From an optimization exercise on the open Yosys and OpenROAD flow, aimed at small area, a short achievable clock period and few clock cycles; shortcuts taken in it are not production practice.
In this exercise RTL edits were held to simulation tests only and were not proved equivalent to the original.
Power is estimated from default activity; no workload was simulated.

===== flow/run.sh =====
#!/bin/bash
# synth_recipe.tcl (not shown) runs the flow's synth.tcl, then flattens the netlist and writes it again
# the make line also repeats each setting of config.mk as NAME=value (left out here)
make -C /OpenROAD-flow-scripts/flow DESIGN_CONFIG=/design/flow/config.mk WORK_HOME=/design/flow/orfs CLKGATE_MAP_FILE= SYNTH_SCRIPT=/design/flow/synth_recipe.tcl finish

===== flow/config.mk =====
export PLATFORM = sky130hd
export DESIGN_NAME = pi_dma
export DESIGN_NICKNAME = pi_dma
export VERILOG_FILES = /design/flow/design.v
export SDC_FILE = /design/flow/constraint.sdc
export NUM_CORES = 4
export LEC_CHECK = 0
export CAP_MARGIN = 20
export CORE_MARGIN = 2
export CORE_UTILIZATION = 40
export SLEW_MARGIN = 20

===== flow/constraint.sdc =====
create_clock -name core_clock -period 8.0 [get_ports {clk}]
set_input_delay 1.6000 -clock core_clock [delete_from_list [all_inputs] [get_ports {clk}]]
set_output_delay 1.6000 -clock core_clock [all_outputs]
set_load 0.01 [all_outputs]

===== flow/design.v =====
module pi_dma (
    input  wire        clk,
    input  wire        rst,             
    input  wire        reg_valid,
    input  wire        reg_we,
    input  wire [3:0]  reg_idx,         
    input  wire [31:0] reg_wdata,
    output wire        reg_ready,
    output reg         reg_rvalid,
    output reg  [31:0] reg_rdata,
    output reg         irq_out,
    input  wire [31:0] image_size,
    output reg         sys_req,
    output reg         sys_we,
    output reg  [19:0] sys_addr,
    output reg  [63:0] sys_wdata,
    output reg  [7:0]  sys_wstrb,
    input  wire        sys_gnt,
    input  wire        sys_rvalid,
    input  wire [63:0] sys_rdata,
    output reg         st_req,
    output reg         st_we,
    output reg  [11:0] st_addr,
    output reg  [63:0] st_wdata,
    output reg  [7:0]  st_wstrb,
    input  wire        st_gnt,
    input  wire        st_rvalid,
    input  wire [63:0] st_rdata,
    output reg         im_req,
    output reg  [24:0] im_addr,
    input  wire        im_gnt,
    input  wire        im_rvalid,
    input  wire [63:0] im_rdata
);
    localparam [3:0] R_DRAM = 4'd0, R_CART = 4'd1, R_RDLEN = 4'd2,
                     R_WRLEN = 4'd3, R_STATUS = 4'd4;
    localparam [2:0] S_IDLE  = 3'd0,
                     S_CALC  = 3'd1,
                     S_RREQ  = 3'd2,
                     S_RWAIT = 3'd3,
                     S_WREQ  = 3'd4,
                     S_DONE  = 3'd5;
    localparam [1:0] P_SYS = 2'd0, P_ST = 2'd1, P_IM = 2'd2;
    reg [31:0] regs [0:12];
    reg [2:0]  state;
    reg        dir_wr;          
    reg [1:0]  src_port, dst_port;
    reg [27:0] src_a, dst_a;    
    reg [24:0] n;               
    reg [24:0] cnt;             
    reg [7:0]  data_byte;
    wire [22:0] a23 = regs[R_DRAM][22:0];
    wire [27:0] a28 = regs[R_CART][27:0];
    wire [31:0] raw = dir_wr ? regs[R_WRLEN] : regs[R_RDLEN];
    wire [24:0] eff_len = ({1'b0, raw[23:0]} + 25'd8) & ~25'd7;
    wire        is_store = a28[27];
    wire        is_rsvd  = !a28[27] && ((a28 & 28'h5000000) == 28'h5000000);
    wire [14:0] st_off   = a28[14:0];
    wire [15:0] st_room  = 16'h8000 - {1'b0, st_off};
    wire [24:0] n_store  = (eff_len > {9'd0, st_room}) ? {9'd0, st_room} : eff_len;
    wire [31:0] im_room  = image_size - {4'd0, a28};
    wire [24:0] n_image  = ({4'd0, a28} >= image_size) ? 25'd0 :
                           ({7'd0, eff_len} > im_room) ? im_room[24:0] : eff_len;
    wire [24:0] n_calc   = is_store ? n_store : (is_rsvd ? eff_len : n_image);
    wire        do_copy  = (n_calc != 25'd0) && (is_store || (!is_rsvd && dir_wr));
    reg [63:0] src_word;
    always @(*) begin
        case (src_port)
            P_SYS:   src_word = sys_rdata;
            P_ST:    src_word = st_rdata;
            default: src_word = im_rdata;
        endcase
    end
    wire src_rvalid = (src_port == P_SYS) ? sys_rvalid :
                      (src_port == P_ST)  ? st_rvalid  : im_rvalid;
    wire [7:0] src_byte = src_word[8*src_a[2:0] +: 8];
    assign reg_ready = (state == S_IDLE);
    integer i;
    always @(posedge clk) begin
        if (rst) begin
            for (i = 0; i < 13; i = i + 1) regs[i] <= 32'd0;
            state      <= S_IDLE;
            irq_out    <= 1'b0;
            reg_rvalid <= 1'b0;
            reg_rdata  <= 32'd0;
            sys_req <= 1'b0; sys_we <= 1'b0; sys_addr <= 20'd0; sys_wdata <= 64'd0; sys_wstrb <= 8'd0;
            st_req  <= 1'b0; st_we  <= 1'b0; st_addr  <= 12'd0; st_wdata  <= 64'd0; st_wstrb  <= 8'd0;
            im_req  <= 1'b0; im_addr <= 25'd0;
            dir_wr <= 1'b0; src_port <= P_SYS; dst_port <= P_ST;
            src_a <= 28'd0; dst_a <= 28'd0; n <= 25'd0; cnt <= 25'd0; data_byte <= 8'd0;
        end else begin
            reg_rvalid <= 1'b0;
            case (state)
                S_IDLE: begin
                    if (reg_valid) begin
                        if (!reg_we) begin
                            reg_rvalid <= 1'b1;
                            reg_rdata  <= (reg_idx == R_STATUS || reg_idx > 4'd12) ? 32'd0 : regs[reg_idx];
                        end else if (reg_idx == R_STATUS) begin
                            if (reg_wdata[0]) begin
                                for (i = 0; i < 13; i = i + 1) regs[i] <= 32'd0;
                            end else if (reg_wdata[1]) begin
                                regs[R_STATUS] <= reg_wdata & ~32'h8;
                            end else begin
                                regs[R_STATUS] <= reg_wdata;
                            end
                            if (reg_wdata[1]) irq_out <= 1'b0;
                        end else if (reg_idx <= 4'd12) begin
                            regs[reg_idx] <= reg_wdata;
                            if (reg_idx == R_RDLEN || reg_idx == R_WRLEN) begin
                                dir_wr <= (reg_idx == R_WRLEN);
                                state  <= S_CALC;
                            end
                        end
                    end
                end
                S_CALC: begin
                    n   <= n_calc;
                    cnt <= 25'd0;
                    if (dir_wr) begin
                        src_port <= is_store ? P_ST : P_IM;
                        dst_port <= P_SYS;
                        src_a    <= is_store ? {13'd0, st_off} : a28;
                        dst_a    <= {5'd0, a23};
                    end else begin
                        src_port <= P_SYS;
                        dst_port <= P_ST;
                        src_a    <= {5'd0, a23};
                        dst_a    <= {13'd0, st_off};
                    end
                    state <= do_copy ? S_RREQ : S_DONE;
                end
                S_RREQ: begin
                    case (src_port)
                        P_SYS: begin
                            sys_req <= 1'b1; sys_we <= 1'b0; sys_addr <= src_a[22:3];
                            if (sys_req && sys_gnt) begin sys_req <= 1'b0; state <= S_RWAIT; end
                        end
                        P_ST: begin
                            st_req <= 1'b1; st_we <= 1'b0; st_addr <= src_a[14:3];
                            if (st_req && st_gnt) begin st_req <= 1'b0; state <= S_RWAIT; end
                        end
                        default: begin
                            im_req <= 1'b1; im_addr <= src_a[27:3];
                            if (im_req && im_gnt) begin im_req <= 1'b0; state <= S_RWAIT; end
                        end
                    endcase
                end
                S_RWAIT: begin
                    if (src_rvalid) begin
                        data_byte <= src_byte;
                        state     <= S_WREQ;
                    end
                end
                S_WREQ: begin
                    case (dst_port)
                        P_SYS: begin
                            sys_req <= 1'b1; sys_we <= 1'b1; sys_addr <= dst_a[22:3];
                            sys_wdata <= {8{data_byte}}; sys_wstrb <= 8'd1 << dst_a[2:0];
                            if (sys_req && sys_gnt) sys_req <= 1'b0;
                        end
                        default: begin
                            st_req <= 1'b1; st_we <= 1'b1; st_addr <= dst_a[14:3];
                            st_wdata <= {8{data_byte}}; st_wstrb <= 8'd1 << dst_a[2:0];
                            if (st_req && st_gnt) st_req <= 1'b0;
                        end
                    endcase
                    if ((dst_port == P_SYS) ? (sys_req && sys_gnt) : (st_req && st_gnt)) begin
                        sys_we <= 1'b0; st_we <= 1'b0;
                        cnt   <= cnt + 25'd1;
                        src_a <= src_a + 28'd1;
                        dst_a <= dst_a + 28'd1;
                        state <= (cnt + 25'd1 == n) ? S_DONE : S_RREQ;
                    end
                end
                S_DONE: begin
                    regs[R_DRAM]   <= regs[R_DRAM] + {7'd0, n};
                    regs[R_CART]   <= regs[R_CART] + {7'd0, n};
                    regs[R_STATUS] <= (regs[R_STATUS] & ~32'h1) | 32'h8;
                    irq_out        <= 1'b1;
                    state          <= S_IDLE;
                end
                default: state <= S_IDLE;
            endcase
        end
    end
endmodule

==> flow_metrics.tcl <==
set metrics [dict create \
    yosysWarnings 1 \
    switching_share 0.254 \
    drc 0 \
    num_rows 120 \
    post_cts_buffers 0 \
    seq_area_frac_synth 0.467 \
    root_buffer "clkbuf_16" \
    status "timing/DRC/antenna clean" \
    switching_power_uw 2390 \
    dieArea_mm2 0.111 \
    cp_top_family "compound AO/OA/AOI/OAI gates" \
    end_kind "register" \
    port_buffers 510 \
    internal-power_uw 7020 \
    cts_buffers 83 \
    cts_htree_levels 3 \
    cp-start-kind "input pin" \
    antenna_left 0 \
    reg2reg_to "state[2]" \
    start_util 0.404 \
    finalCriticalPeriod_ns 7.44 \
    ios 511 \
    syn_area_mm2 0.0434 \
    pwr-share-comb 0.116 \
    dpl.hpwl_um 113000 \
    wl_per_cell_um 25.8 \
    setup_viol 0 \
    place_congestion 0.972 \
    drtIter0Drc 3529 \
    finalCritPeriodShare 0.930 \
    hold_end "im_addr[10]" \
    max_freq_mhz 134 \
    max-slew-margin-rel 0.217 \
    path_buf_inv 4 \
    drv_slew 0 \
    synth_top_area_cell "edfxtp_1" \
    synth_edf_count 512 \
    ctsResizeCount 0 \
    cts.sinks 756 \
    worst_hold_path_type "reg2reg" \
    clk_pin_slew_ns 0.06 \
    final_common_cell "edfxtp_1" \
    cts_tree "yes" \
    path_common_cell "nand4_1" \
    dieHeight_um 333 \
    synth-seq-cells 756 \
    core_area_mm2 0.107 \
    cap_viol_max_count 0 \
    place_inst 5866 \
    p_seq_frac 0.464 \
    insertion_delay_ns 0.68 \
    drtPass1Iterations 5 \
    r2r-start "regs[1][7]" \
    crit_arrival_ns 8.03 \
    whs_path_depth 2 \
    num_vias 34400 \
    path_max_fanout 11 \
    r2r_cells 28 \
    wl_um 156000 \
    synth_top_area_share 0.355 \
    area_delta_synth_final_pct 20.8 \
    grt_max_degree 108 \
    ir_drop_mv 0.161 \
    slowest_delay_ns 0.54 \
    regArea_mm2 0.0203 \
    synth_cells 4160 \
    skew_ns 0.0386 \
    final_cells 6030 \
    p_clk_frac 0.420 \
    cts_max_path_buffers 3 \
    cts-hold-fix-buffers 0 \
    multi_input_area_mm2 0.0214 \
    async_flop_share 0 \
    grt_pass1_vias 33400 \
    synth_area_per_cell_um2 10.4 \
    die_x_um 333 \
    antenna_found_initial 20 \
    grt_usage 0.274 \
    p_per_area_mw_per_mm2 180 \
    p_leak_uw 0.0191 \
    layout-drive-gt1-share 0.0994 \
    fillers 9800 \
    yosysUniqueCellTypes 91 \
    hold_ws_ns 0.453 \
    tightestPinTransition_ns 1.17 \
    path_class "in2reg" \
    via_per_inst 5.71 \
    final_cell_mix "edfxtp_1, clkdlybuf4s50_1, nand2_1" \
    overflow 0 \
    critPathRequiredTime_ns 8.59 \
    min_from "im_addr[10]" \
    num-nets-final 4945 \
    hold_viol 0 \
    ys.flop_type "edfxtp_1" \
    fin_util 0.488 \
    netlist_top_cells_area "edfxtp_1, dfxtp_1, mux4_2" \
    cp_slowest_cell "or4_1" \
    grt_pass1_wl_um 226000 \
    rsz0062_at_grt "no" \
    rrSetupSlack_ns 1.22 \
]
[per-stage QoR]
step	setup WS [ns]	TNS [ns]	total power [uW]	cell area (um^2)
after global placement	0.0565	0	5530	49600
after CTS	0.595	0	9460	52400
final	0.556	0	9410	52400
after floorplan	1.05	0	5040	43700
after global routing	0.133	0	9700	52400
after detailed placement	-0.0841	-0.185	5540	49600
[final cells by class]
type | count | share of cell area
Multi-Input combinational cell | 3008 | 0.408
Sequential cell | 756 | 0.387
Timing Repair Buffer | 602 | 0.111
Clock buffer | 130 | 0.0474
Tap cell | 1403 | 0.0335
Inverter | 97 | 0.00695
Clock inverter | 26 | 0.00616
Antenna cell | 8 | 0.000382
[tightest hold or removal path, cell delays in order (launching register included)]
cell,delay (ns)
dfxtp_1,0.31
nand2_1,0.05
a21oi_1,0.05
[how the worst max path moves through the flow]
stage,from,to,slack [ns],cells past startpoint
2_1_floorplan,dir_wr,state[1],1.05,30
3_3_place_gp,image_size[0],state[2],0.06,29
3_5_place_dp,image_size[0],state[2],-0.08,29
4_1_cts,image_size[0],state[2],0.60,29
5_1_grt,image_size[0],state[2],0.13,29
6_report,image_size[0],state[2],0.56,29
[synth_stat cells (63+ instances only)]
| cell | instances |
|---|---|
| a21oi_1 | 267 |
| a22oi_1 | 79 |
| and2_1 | 355 |
| and3_1 | 76 |
| buf_4 | 115 |
| clkbuf_1 | 246 |
| dfxtp_1 | 244 |
| edfxtp_1 | 512 |
| ha_1 | 124 |
| inv_1 | 96 |
| mux2i_1 | 126 |
| mux4_2 | 176 |
| nand2_1 | 407 |
| nand3_1 | 77 |
| nor2_1 | 360 |
| o21ai_0 | 203 |
| xnor2_1 | 93 |
| xor2_1 | 63 |
[flip-flops by register name, indices dropped and copies added (netlist names), 2 cells and up]
| name | flops |
|---|---|
| cnt | 25 |
| data_byte | 8 |
| dst_a | 23 |
| im_addr | 25 |
| n | 25 |
| reg_rdata | 32 |
| regs | 512 |
| src_a | 28 |
| src_port | 2 |
| st_addr | 12 |
| st_wdata | 8 |
| st_wstrb | 8 |
| state | 3 |
| sys_addr | 20 |
| sys_wdata | 8 |
| sys_wstrb | 8 |
[power by group through the flow]
stage               registers (uW)  logic [uW]  clock network [uW]
global placement              4440        1090                   0
global route                  4380        1170                4150
floorplan                     4420         619                   0
detailed placement            4450        1090                   0
CTS                           4370        1090                4000
finish                        4370        1090                3950
[cells by family (layout without fill, tap and decap cells)]
kind of cell / Yosys count / in the layout / share of synthesized area
AOI/OAI and AO/OA: 840 / 840 / 0.121
xor gates and xnor gates: 156 / 156 / 0.0315
muxes: 308 / 308 / 0.122
and+or+nand+nor: 1480 / 1480 / 0.168
DFF: 756 / 756 / 0.467
buffers and inverters: 492 / 855 / 0.0529
other: 1 / 105 / 0.0000865
adders and majority gates: 127 / 127 / 0.0372
[metal layers]
metal / vias up / share of wire / track usage
li1: 15800 / - / -
met1: 16900 / 0.40 / 0.344
met2: 1425 / 0.49 / 0.469
met3: 305 / 0.066 / 0.0405
met4: 6 / 0.048 / 0.120
met5: - / 0.00022 / 0
Testbench counts, summed over its fixed seeds: cycles 362,399.

[what the ideal ports hide]
The results above use ideal ports. As a check the final layout listed here was re-extracted and re-timed, cells and wires unchanged.
Step 1 assumes that a clkbuf_16 drives the clock port and a buf_2 every other input.
Step 2 moves the port delays by t, midway between the first and last clock arrival at a register: inputs arrive t later, outputs are due t later. That takes back most of the time a late clock gives input paths.
Three values: ideal, step 1, step 2; two values: the first two.
t, ns: 0.734
slack for setup (ns): 0.556 / 0.605 / -0.128
clock arrival spread, ns: 0.041 / 0.041
worst register clock-pin slew, ns: 0.07 / 0.07
pins driven straight from the clock port: 1
With both steps, setup timing fails in this run, where it was met with ideal ports. The setup slack of this run moves by +0.049 ns with the drivers and by -0.684 ns with both steps.
